From an optimization exercise on the open Yosys and OpenROAD flow, aimed at small area, a short achievable clock period and few clock cycles; shortcuts taken in it are not production practice. Function was checked by simulation only, so behaviour that the tests miss may differ from the original. No driver is modelled on the clock port, so clocking that relies on it looks cheaper here than on a real chip. Power and IR drop assume default switching activity.

==> flow/design.v <==
module cs281_dl_rx (
    input  wire       clk,
    input  wire       rst,         
    input  wire       in_valid,
    input  wire [7:0] in_data,
    output wire       in_ready,
    output wire       ev_valid,
    input  wire       ev_ready,
    output wire [1:0] ev_kind,
    output wire [7:0] ev_data,
    output wire       ev_last,
    output wire [7:0] fault
);
    localparam [7:0] START = 8'h7B;
    localparam [7:0] STOP  = 8'h7D;
    localparam [7:0] ESC   = 8'h5C;
    localparam integer N  = 64;         
    localparam integer RP = 19;         
    localparam integer SQ = 6;          
    function automatic [5:0] step;
        input [5:0] x;
        begin
            step = {x[4:0], x[5] ^ x[4] ^ (x[4:0] == 5'd0)};
        end
    endfunction
    function automatic [5:0] ofs;
        input integer v;
        integer j;
        begin
            ofs = 6'd0;
            for (j = 0; j < ((64 - (v % 64)) % 64); j = j + 1)
                ofs = step(ofs);
        end
    endfunction
    localparam [5:0] O_0     = ofs(0);
    localparam [5:0] O_1     = ofs(1);
    localparam [5:0] O_2     = ofs(2);
    localparam [5:0] O_DWEM1 = ofs(1 - RP + 1 + 64);
    localparam [5:0] O_DRAL1 = ofs(N - RP + 1);
    localparam [1:0] KIND_BYTE     = 2'd0;
    localparam [1:0] KIND_EMPTY    = 2'd1;
    localparam [1:0] KIND_MISMATCH = 2'd2;
    localparam [1:0] KIND_FRAMING  = 2'd3;
    reg  [7:0] ring [0:N-1];
    reg  [5:0] dr, dw;
    reg        rempty;
    reg        dwem;                    
    reg        full;                    
    reg        qe;                      
    reg        p_esc, p_hi0;            
    reg        wpar;                    
    reg        q0s;                     
    reg        f_any, f_ovf;            
    reg  [SQ-1:0] sq;                   
    reg  [SQ-1:0] th;                   
    reg           push_q, good_q;       
    reg        r_pos0, r_esc, r_emit, r_stop;    
    reg        fc_start, fc_esc, fc_rc, fc_la;   
    reg        in_ready_q;
    reg        wr_ok_q;                 
    reg        wr_en_q;                 
    reg        ev_valid_q, skip_q;      
    reg  [1:0] ev_kind_q;
    reg        ev_last_q;
    wire qfull   = full && !th[0] && !push_q;
    wire accept  = in_valid && in_ready_q;
    wire wr      = in_valid && wr_en_q;
    wire comp    = (in_data == STOP) && !qe && !p_esc;
    wire push    = wr && comp;
    wire good    = p_hi0 && !wpar;
    wire consume = skip_q || (ev_valid_q && ev_ready);
    wire pop     = skip_q && r_stop;    
    integer i;
    always @(posedge clk) begin
        ring[0] <= wr_ok_q ? in_data : ring[N-1];
        for (i = 1; i < N; i = i + 1)
            ring[i] <= ring[i-1];
    end
    wire rempty_n = !wr && (rempty || (consume && dwem));
    wire dw1_n    = wr || (dw == O_2);
    wire dr1_n    = !(wr && rempty) && !consume && (dr == O_2);
    wire wr_ok_n  = rempty_n || (dw1_n && !dr1_n);
    always @(posedge clk) begin
        if (rst) begin
            rempty <= 1'b1;
        end else begin
            rempty <= rempty_n;
        end
        dw   <= wr ? O_1 : step(dw);
        dr   <= (wr && rempty) ? O_0 : consume ? dr : step(dr);
        dwem <= !wr && (dw == O_DWEM1);
        if (rst)
            full <= 1'b0;
        else if (wr && !consume)
            full <= !rempty && (dr == O_2);     
        else if (consume && !wr)
            full <= 1'b0;
    end
    wire f_any_n = f_any || (accept && (qfull || (comp && !q0s)));
    wire full_n  = (wr && !consume) ? (!rempty && (dr == O_2))
                 : (consume && !wr) ? 1'b0 : full;
    wire th0_n   = push_q || (pop ? th[1] : th[0]);
    wire qfull_n = full_n && !th0_n && !wr;
    wire hold_n  = f_any || (accept && (qfull || (!qe && !q0s)));
    wire sq_room = !th[SQ-2] && !(th[SQ-3] && push_q);
    always @(posedge clk) begin
        if (rst) begin
            qe    <= 1'b1;
            f_any <= 1'b0;
            f_ovf <= 1'b0;
            in_ready_q <= 1'b1;
            wr_ok_q    <= 1'b1;
            wr_en_q    <= 1'b1;
        end else begin
            f_any <= f_any_n;
            if (accept && qfull) f_ovf <= 1'b1;
            in_ready_q <= !hold_n && sq_room && (qfull_n || wr_ok_n);
            wr_ok_q    <= wr_ok_n;
            wr_en_q    <= !hold_n && sq_room && !qfull_n && wr_ok_n;
            if (wr) begin
                qe   <= comp;
                wpar <= !qe && (wpar ^ (^in_data));
            end
        end
    end
    always @(posedge clk) begin
        if (wr) begin
            p_esc <= (in_data == ESC);
            p_hi0 <= (in_data[7:1] == 7'd0);
            if (qe) q0s <= (in_data == START);
        end
    end
    integer k;
    always @(posedge clk) begin
        if (rst) begin
            push_q <= 1'b0;
        end else begin
            push_q <= push;
        end
        good_q <= good;
        if (rst) begin
            th <= {SQ{1'b0}};
        end else if (push_q && !pop) begin
            th <= {th[SQ-2:0], 1'b1};
        end else if (pop && !push_q) begin
            th <= {1'b0, th[SQ-1:1]};
        end
        for (k = 0; k < SQ; k = k + 1) begin
            if (push_q && (pop ? (th[k] && (k == SQ-1 || !th[k+1]))
                               : ((k == 0 || th[k-1]) && !th[k])))
                sq[k] <= good_q;
            else if (pop)
                sq[k] <= (k == SQ-1) ? 1'b0 : sq[k+1];
        end
    end
    wire [7:0] m0 = ring[RP-1];
    wire [7:0] m1 = ring[RP-2];
    wire [7:0] m2 = ring[RP-3];
    wire [7:0] m3 = ring[RP-4];
    wire m0_esc  = (m0 == ESC);
    wire m1_esc  = (m1 == ESC);
    wire nf_start = (m0 == START);
    wire nf_esc   = m0_esc;
    wire nf_rc    = (m1 == STOP) && !m0_esc;
    wire nf_la    = ((m2 == STOP) && !m1_esc) || (m1_esc && (m3 == STOP) && (m2 != ESC));
    always @(posedge clk) begin
        fc_start <= nf_start;
        fc_esc   <= nf_esc;
        fc_rc    <= nf_rc;
        fc_la    <= nf_la;
    end
    reg a_pos0, a_esc, a_emit, a_stop;
    always @(*) begin
        a_pos0 = 1'b0;
        a_esc  = r_esc;
        a_emit = r_emit;
        a_stop = 1'b0;
        if (r_stop) begin
            a_pos0 = 1'b1; a_esc = 1'b0; a_emit = 1'b0;
        end else if (r_pos0) begin
            a_stop = !fc_start || fc_rc;
        end else if (fc_rc) begin
            a_stop = 1'b1;
        end else if (!r_esc && fc_esc) begin
            a_esc = 1'b1;
        end else begin
            a_esc = 1'b0;
            if (sq[0]) a_emit = 1'b1;
        end
    end
    function automatic [3:0] beat;      
        input pos0, esc, emitd, stop, g;
        begin
            beat = 4'b0_00_1;
            if (stop) begin
                beat = 4'b0_00_1;
            end else if (pos0) begin
                beat = {1'b1, nf_start ? KIND_MISMATCH : KIND_FRAMING, 1'b1};
                if (nf_start && !nf_rc) beat[3] = 1'b0;
            end else if (nf_rc) begin
                beat = {!g || !emitd, g ? KIND_EMPTY : KIND_MISMATCH, 1'b1};
            end else if (esc || !nf_esc) begin
                beat = {g, KIND_BYTE, nf_la};
            end
        end
    endfunction
    wire       act1 = !dwem && (th[1] || (th[0] && !r_stop));
    wire       g1   = r_stop ? sq[1] : sq[0];
    wire [3:0] b1   = beat(a_pos0, a_esc, a_emit, a_stop, g1);
    wire       act0 = !rempty && th[0] && (dr == O_DRAL1);
    wire [3:0] b0   = beat(r_pos0, r_esc, r_emit, r_stop, sq[0]);
    always @(posedge clk) begin
        if (rst) begin
            r_pos0 <= 1'b1;
            r_esc  <= 1'b0;
            r_emit <= 1'b0;
            r_stop <= 1'b0;
            ev_valid_q <= 1'b0;
            skip_q     <= 1'b0;
        end else begin
            if (consume) begin
                r_pos0 <= a_pos0;
                r_esc  <= a_esc;
                r_emit <= a_emit;
                r_stop <= a_stop;
            end
            ev_valid_q <= consume ? (act1 &&  b1[3]) : (act0 &&  b0[3]);
            skip_q     <= consume ? (act1 && !b1[3]) : (act0 && !b0[3]);
        end
        ev_kind_q <= consume ? b1[2:1] : b0[2:1];
        ev_last_q <= consume ? b1[0]   : b0[0];
    end
    assign in_ready = in_ready_q;
    assign ev_valid = ev_valid_q;
    assign ev_kind  = ev_kind_q;
    assign ev_data  = ring[RP];
    assign ev_last  = ev_last_q;
    assign fault    = {2'b00, f_any, f_ovf, 4'b0000};
endmodule
Settings: LEC_CHECK=0, ABC_CLOCK_PERIOD_IN_PS=2500, CAP_MARGIN=20, CORE_MARGIN=2, CORE_UTILIZATION=40, CTS_BUF_LIST=sky130_fd_sc_hd__clkbuf_16, CTS_CLUSTER_DIAMETER=100, CTS_CLUSTER_SIZE=30, GPL_TIMING_DRIVEN=1, PLACE_DENSITY=0.6, SLEW_MARGIN=20; clock period 8.0 ns.
standard.sh (not shown) runs the stock make flow with config.mk's settings and CLKGATE_MAP_FILE= SYNTH_SCRIPT=/design/flow/synth_recipe.tcl, a recipe that flattens the netlist after the stock synthesis.
==> flow/flow/run.sh <==
#!/bin/bash
# Standard layout, with a tighter timing-repair target, faster port buffers,
# and the clock tree's root buffer removed after CTS (flow/post_cts.tcl).
set -euo pipefail
bash standard.sh SETUP_SLACK_MARGIN=5.5 "BUFFER_PORTS_ARGS=-buffer_cell sky130_fd_sc_hd__buf_2" POST_CTS_TCL=$PWD/flow/post_cts.tcl finish > standard_flow.log 2>&1
==> flow/flow/post_cts.tcl <==
set root_pins [get_pins -of_objects [get_nets clk] -filter "direction == input"]
set root [get_cells -of_objects $root_pins]
if { [llength $root_pins] == 1 } {
  set next [get_pins -of_objects [get_nets -of_objects [get_pins -of_objects $root -filter "direction == output"]] -filter "direction == input"]
  if { [llength $next] <= 4 } {
    puts "post_cts: removing clock root buffer [get_full_name $root]"
    remove_buffers $root
    estimate_parasitics -placement
    repair_timing_helper
    detailed_placement
    check_placement -verbose
  }
}
Testbench counts at the start, summed over its fixed seeds: cycles 24,382.
Edit:
--- a/flow/config.mk
+++ b/flow/config.mk
@@ -11 +11 @@
-export CORE_UTILIZATION = 40
+export CORE_UTILIZATION = 55
@@ -15,2 +15 @@
-export GPL_TIMING_DRIVEN = 1
-export PLACE_DENSITY = 0.6
+export PLACE_DENSITY = 0.68
Result: Sequential power barely changes; fmax stays flat; core utilization went up by 16 points; synthesized cell count does not change; non-clock buffer count stays the same.
Edit:
==> flow/flow/run.sh (replaced) <==
#!/bin/bash
# Standard layout, with a tighter timing-repair target, faster port buffers,
# and the clock tree's root buffer removed after CTS (flow/post_cts.tcl).
set -euo pipefail
bash standard.sh SETUP_SLACK_MARGIN=5.7 "BUFFER_PORTS_ARGS=-buffer_cell sky130_fd_sc_hd__buf_2" POST_CTS_TCL=$PWD/flow/post_cts.tcl finish > standard_flow.log 2>&1
--- a/flow/config.mk
+++ b/flow/config.mk
@@ -11 +11 @@
-export CORE_UTILIZATION = 55
+export CORE_UTILIZATION = 40
@@ -15 +15 @@
-export PLACE_DENSITY = 0.68
+export PLACE_DENSITY = 0.6
Effect:
- The changed run completed without violations
- register-to-register slack gains 0.06 ns
- sequential share of layout area falls by 2.0 points
- setup slack loses 0.015 ns
- power rises by 0.53%
- global-route usage falls by 3.3 points
Edit:
==> flow/flow/run.sh (replaced) <==
#!/bin/bash
# Standard layout, with a tighter timing-repair target, faster port buffers,
# and the clock tree's root buffer removed after CTS (flow/post_cts.tcl).
set -euo pipefail
bash standard.sh SETUP_SLACK_MARGIN=5.5 "BUFFER_PORTS_ARGS=-buffer_cell sky130_fd_sc_hd__buf_2" POST_CTS_TCL=$PWD/flow/post_cts.tcl finish > standard_flow.log 2>&1
--- a/flow/config.mk
+++ b/flow/config.mk
@@ -9 +9 @@
-export CAP_MARGIN = 20
+export CAP_MARGIN = 10
@@ -16 +16 @@
-export SLEW_MARGIN = 20
+export SLEW_MARGIN = 10
=> The new run produced a clean layout. Cell count is lower by about 0.5%. Fmax climbs by 0.51%. Setup slack improved by 0.013 ns. Wire length fell by about 1.3%. Count of clock-buffer cells in the layout is unchanged. Sequential share of layout area rose by 1.0 points. First-iteration DRC count climbs by 2.8%. Final area went down by 1.4%. Global-route usage fell by 0.18 points. Die area does not change.

## afterwards: timing with drivers on the ports
Ports are ideal in the flow. The routed layouts listed here were re-timed in OpenROAD. Step 1 (the two cells are an assumption about what drives the block):
set clk [get_ports {clk}]
set_driving_cell -lib_cell sky130_fd_sc_hd__clkbuf_16 $clk
set_driving_cell -lib_cell sky130_fd_sc_hd__buf_2 [delete_from_list [all_inputs] $clk]
Step 2 times the ports against the registers' clock, not the clock port: input delays grow and output delays shrink by t, the midpoint of the rising clock arrivals with the driver on. Three values: ideal, step 1, step 2; two values: the first two.
| run | t, ns | slack for setup (ns) | latest minus earliest clock arrival (ns) |
|---|---|---|---|
| the first run | 0.458 | 5.490 / 5.435 / 5.132 | 0.025 / 0.024 |
| the second run | 0.454 | 5.492 / 5.437 / 5.109 | 0.022 / 0.021 |
| the third run | 0.458 | 5.477 / 5.420 / 5.238 | 0.020 / 0.020 |
| the fourth run | 0.458 | 5.490 / 5.435 / 5.132 | 0.025 / 0.024 |
After both steps setup and hold are still met in every run listed. The setup slack of the second run, which loses most, moves by -0.055 ns with the drivers and by -0.383 ns with both steps.
